Background: an optimization exercise with open tools, aiming at small area, a short achievable clock period and few clock cycles. Do not read the settings as production practice.
Only simulation tests tie the RTL to the original design; equivalence was not proved.

==> module fp_mul100, before the edit <==
module fp_mul100 (
    input  wire        clk,
    input  wire [31:0] w,
    output reg  [31:0] v
);
    wire [23:0] m  = {1'b1, w[22:0]};
    wire [28:0] p  = {1'b0, m, 4'd0} + {2'b00, m, 3'd0} + {5'd0, m};
    wire        wn = (w[30:23] == 8'hFF) && (w[22:0] != 23'd0);
    wire        wi = (w[30:0] == 31'h7F800000);
    wire        wz = (w[30:23] == 8'd0);
    reg  [28:0] s1_p;
    reg  [7:0]  s1_f;
    reg         s1_s;
    reg  [1:0]  s1_c;    
    always @(posedge clk) begin
        s1_p <= p;
        s1_f <= w[30:23];
        s1_s <= w[31];
        s1_c <= wn ? 2'd1 : wi ? 2'd2 : wz ? 2'd3 : 2'd0;
    end
    wire [23:0] nm  = s1_p[28] ? s1_p[28:5] : s1_p[27:4];
    wire        g   = s1_p[28] ? s1_p[4] : s1_p[3];
    wire        st  = s1_p[28] ? (s1_p[3:0] != 4'd0) : (s1_p[2:0] != 3'd0);
    wire [9:0]  ef  = {2'b00, s1_f} + (s1_p[28] ? 10'd7 : 10'd6);
    wire        inc = g & (st | nm[0]);
    wire [30:0] pk  = {ef[7:0], nm[22:0]} + {30'd0, inc};
    always @(posedge clk) begin
        case (s1_c)
            2'd1:    v <= 32'h7FC00000;
            2'd2:    v <= {s1_s, 8'hFF, 23'd0};
            2'd3:    v <= {s1_s, 31'd0};
            default: v <= (ef >= 10'd255) ? {s1_s, 8'hFF, 23'd0} : {s1_s, pk};
        endcase
    end
endmodule
==> module pix_tobj, before the edit <==
module pix_tobj (
    input  wire        clk,
    input  wire        rst,
    input  wire        in_valid,
    output wire        in_ready,
    input  wire [31:0] ta,
    input  wire [31:0] vir,
    input  wire [31:0] alpha,
    output reg         out_valid,
    output wire [31:0] out_to,
    output reg  [15:0] out_enc,
    output reg         out_clamped
);
    localparam [31:0] K_KELVIN = 32'h43889333;    
    localparam integer L_DIV = 14, L_ADD = 3, L_SQ1 = 11, L_SQ2 = 11, L_M100 = 2;
    localparam integer L_TOT = L_DIV + L_ADD + L_SQ1 + L_SQ2 + L_ADD + L_ADD + L_M100 + 1;
    localparam integer L_TO  = L_ADD + L_M100 + 1;    
    localparam [4:0]   SW_MIN = 5'd16;                 
    reg         rdy;
    reg         in_v, in_new;
    reg  [31:0] vir_r, al_r;
    reg  [31:0] lt_ta;
    reg         lt_valid;
    reg         cur;
    reg  [4:0]  since_sw;
    reg  [31:0] slot0, slot1;
    reg         ktgt;
    assign in_ready = rdy;
    wire accept    = in_valid && rdy;
    wire newta     = !lt_valid || (ta != lt_ta);
    wire can_start = (since_sw >= SW_MIN);
    wire kst_in    = accept && newta && can_start;       
    wire kst_hold  = in_v && in_new && can_start;         
    wire kstart    = kst_in || kst_hold;
    wire adv       = in_v && (!in_new || can_start);
    wire [31:0] k4_val;
    wire        k4_done;
    fp_k4 u_k4 (.clk(clk), .rst(rst), .start(kstart), .ta(kst_in ? ta : lt_ta), .k4(k4_val), .done(k4_done));
    always @(posedge clk) begin
        if (rst) begin
            rdy      <= 1'b1;
            in_v     <= 1'b0;
            lt_valid <= 1'b0;
            since_sw <= 5'd31;
            cur      <= 1'b0;
            ktgt     <= 1'b0;
        end else begin
            if (kstart) begin
                cur      <= ~cur;
                ktgt     <= ~cur;
                since_sw <= 5'd0;
            end else if (since_sw != 5'd31)
                since_sw <= since_sw + 5'd1;
            if (accept) begin
                in_v     <= 1'b1;
                in_new   <= newta && !can_start;
                lt_ta    <= ta;
                lt_valid <= 1'b1;
                rdy      <= !(newta && !can_start);
            end else begin
                if (adv) in_v <= 1'b0;
                rdy <= !(in_v && in_new && !can_start);
            end
        end
    end
    always @(posedge clk)
        if (rdy) begin
            vir_r <= vir;
            al_r  <= alpha;
        end
    always @(posedge clk)
        if (k4_done) begin
            if (ktgt) slot1 <= k4_val;
            else      slot0 <= k4_val;
        end
    reg [L_TOT-1:0] vch;
    reg [L_DIV-1:0] tch;
    always @(posedge clk) begin
        if (rst) vch <= {L_TOT{1'b0}};
        else     vch <= {vch[L_TOT-2:0], adv};
        tch <= {tch[L_DIV-2:0], kst_hold ? ~cur : cur};
    end
    wire [31:0] y, r, s1, s2, to, w, v;
    fp_div  u_div (.clk(clk), .a(vir_r), .b(al_r), .r(y));
    wire [31:0] k4 = tch[L_DIV-1] ? slot1 : slot0;
    fp_add  u_r   (.clk(clk), .a(y), .b(k4), .sub(1'b0), .r(r));
    fp_sqrt #(.NORM(1)) u_s1 (.clk(clk), .a(r),  .r(s1));
    fp_sqrt #(.NORM(0)) u_s2 (.clk(clk), .a(s1), .r(s2));
    fp_add  u_to  (.clk(clk), .a(s2), .b(K_KELVIN), .sub(1'b1), .r(to));
    fp_add  u_w   (.clk(clk), .a(to), .b(K_KELVIN), .sub(1'b0), .r(w));
    fp_mul100 u_v (.clk(clk), .w(w), .v(v));
    wire [15:0] enc_k;
    wire        enc_c;
    fp_enc u_enc (.v(v), .k(enc_k), .clamped(enc_c));
    reg [31:0] toch [0:L_TO-1];
    integer i;
    always @(posedge clk) begin
        toch[0] <= to;
        for (i = 1; i < L_TO; i = i + 1) toch[i] <= toch[i-1];
        out_enc     <= enc_k;
        out_clamped <= enc_c;
    end
    assign out_to = toch[L_TO-1];
    always @* out_valid = vch[L_TOT-1];
endmodule
clock: 20.0 ns
lec_check: 0
abc_area: 1
cap_margin: 60
core_margin: 2
core_utilization: 55
cts_buf_list: sky130_fd_sc_hd__clkbuf_8
place_density: 0.7
slew_margin: 80
run.sh (not shown) runs the stock make flow with config.mk's settings and CLKGATE_MAP_FILE= SYNTH_SCRIPT=/design/flow/synth_recipe.tcl, a recipe that flattens the netlist after the stock synthesis.
Testbench counts at the start, summed over its fixed seeds: cycles 2,432.
Next try:
--- a/flow/design.v
+++ b/flow/design.v
@@ -270,27 +270,16 @@
     wire        wi = (w[30:0] == 31'h7F800000);
     wire        wz = (w[30:23] == 8'd0);
-    reg  [28:0] s1_p;
-    reg  [7:0]  s1_f;
-    reg         s1_s;
-    reg  [1:0]  s1_c;    
-    always @(posedge clk) begin
-        s1_p <= p;
-        s1_f <= w[30:23];
-        s1_s <= w[31];
-        s1_c <= wn ? 2'd1 : wi ? 2'd2 : wz ? 2'd3 : 2'd0;
-    end
-    wire [23:0] nm  = s1_p[28] ? s1_p[28:5] : s1_p[27:4];
-    wire        g   = s1_p[28] ? s1_p[4] : s1_p[3];
-    wire        st  = s1_p[28] ? (s1_p[3:0] != 4'd0) : (s1_p[2:0] != 3'd0);
-    wire [9:0]  ef  = {2'b00, s1_f} + (s1_p[28] ? 10'd7 : 10'd6);
+    wire [23:0] nm  = p[28] ? p[28:5] : p[27:4];
+    wire        g   = p[28] ? p[4] : p[3];
+    wire        st  = p[28] ? (p[3:0] != 4'd0) : (p[2:0] != 3'd0);
+    wire [9:0]  ef  = {2'b00, w[30:23]} + (p[28] ? 10'd7 : 10'd6);
     wire        inc = g & (st | nm[0]);
     wire [30:0] pk  = {ef[7:0], nm[22:0]} + {30'd0, inc};
     always @(posedge clk) begin
-        case (s1_c)
-            2'd1:    v <= 32'h7FC00000;
-            2'd2:    v <= {s1_s, 8'hFF, 23'd0};
-            2'd3:    v <= {s1_s, 31'd0};
-            default: v <= (ef >= 10'd255) ? {s1_s, 8'hFF, 23'd0} : {s1_s, pk};
-        endcase
+        if (wn)                  v <= 32'h7FC00000;
+        else if (wi)             v <= {w[31], 8'hFF, 23'd0};
+        else if (wz)             v <= {w[31], 31'd0};
+        else if (ef >= 10'd255)  v <= {w[31], 8'hFF, 23'd0};
+        else                     v <= {w[31], pk};
     end
 endmodule
@@ -521,5 +510,5 @@
 );
     localparam [31:0] K_KELVIN = 32'h43889333;    
-    localparam integer L_DIV = 14, L_ADD = 3, L_SQ1 = 11, L_SQ2 = 11, L_M100 = 2;
+    localparam integer L_DIV = 14, L_ADD = 3, L_SQ1 = 11, L_SQ2 = 11, L_M100 = 1;
     localparam integer L_TOT = L_DIV + L_ADD + L_SQ1 + L_SQ2 + L_ADD + L_ADD + L_M100 + 1;
     localparam integer L_TO  = L_ADD + L_M100 + 1;    
Result: The new run finished with timing, DRC and antenna clean; clock skew shrinks by 20 ps; sequential cell count shrinks by 73; utilization shrinks by 0.17 points; routed wire length grows by about 3%; final area shrinks by 0.67%; via count grows by about 0.6%; clock-buffer cell count shrinks by 14.
Testbench counts after the change, summed over its fixed seeds: cycles 2,424.

-- afterwards: timing with drivers on the ports --
The results above use ideal ports. As a check the final layouts listed here were re-extracted and re-timed, cells and wires unchanged.
Step 1 assumes that a clkbuf_16 drives the clock port and a buf_2 every other input.
Step 2, shift: input delay + t, output delay - t, t = (earliest + latest rising clock arrival at the registers) / 2. This alone moves slack from input paths to output paths.
Three values: ideal ports, drivers, drivers and shift; two values: the first two.
run | t, ns | setup slack, ns | cell pins on the clock port's net
the first run | 1.266 | 12.934 / 12.934 / 12.772 | 1
the second run | 1.278 | 12.667 / 12.667 / 12.667 | 1
After both steps setup and hold are still met in every run listed. The setup slack of the first run, which loses most, moves by 0.000 ns with the drivers and by -0.162 ns with both steps.
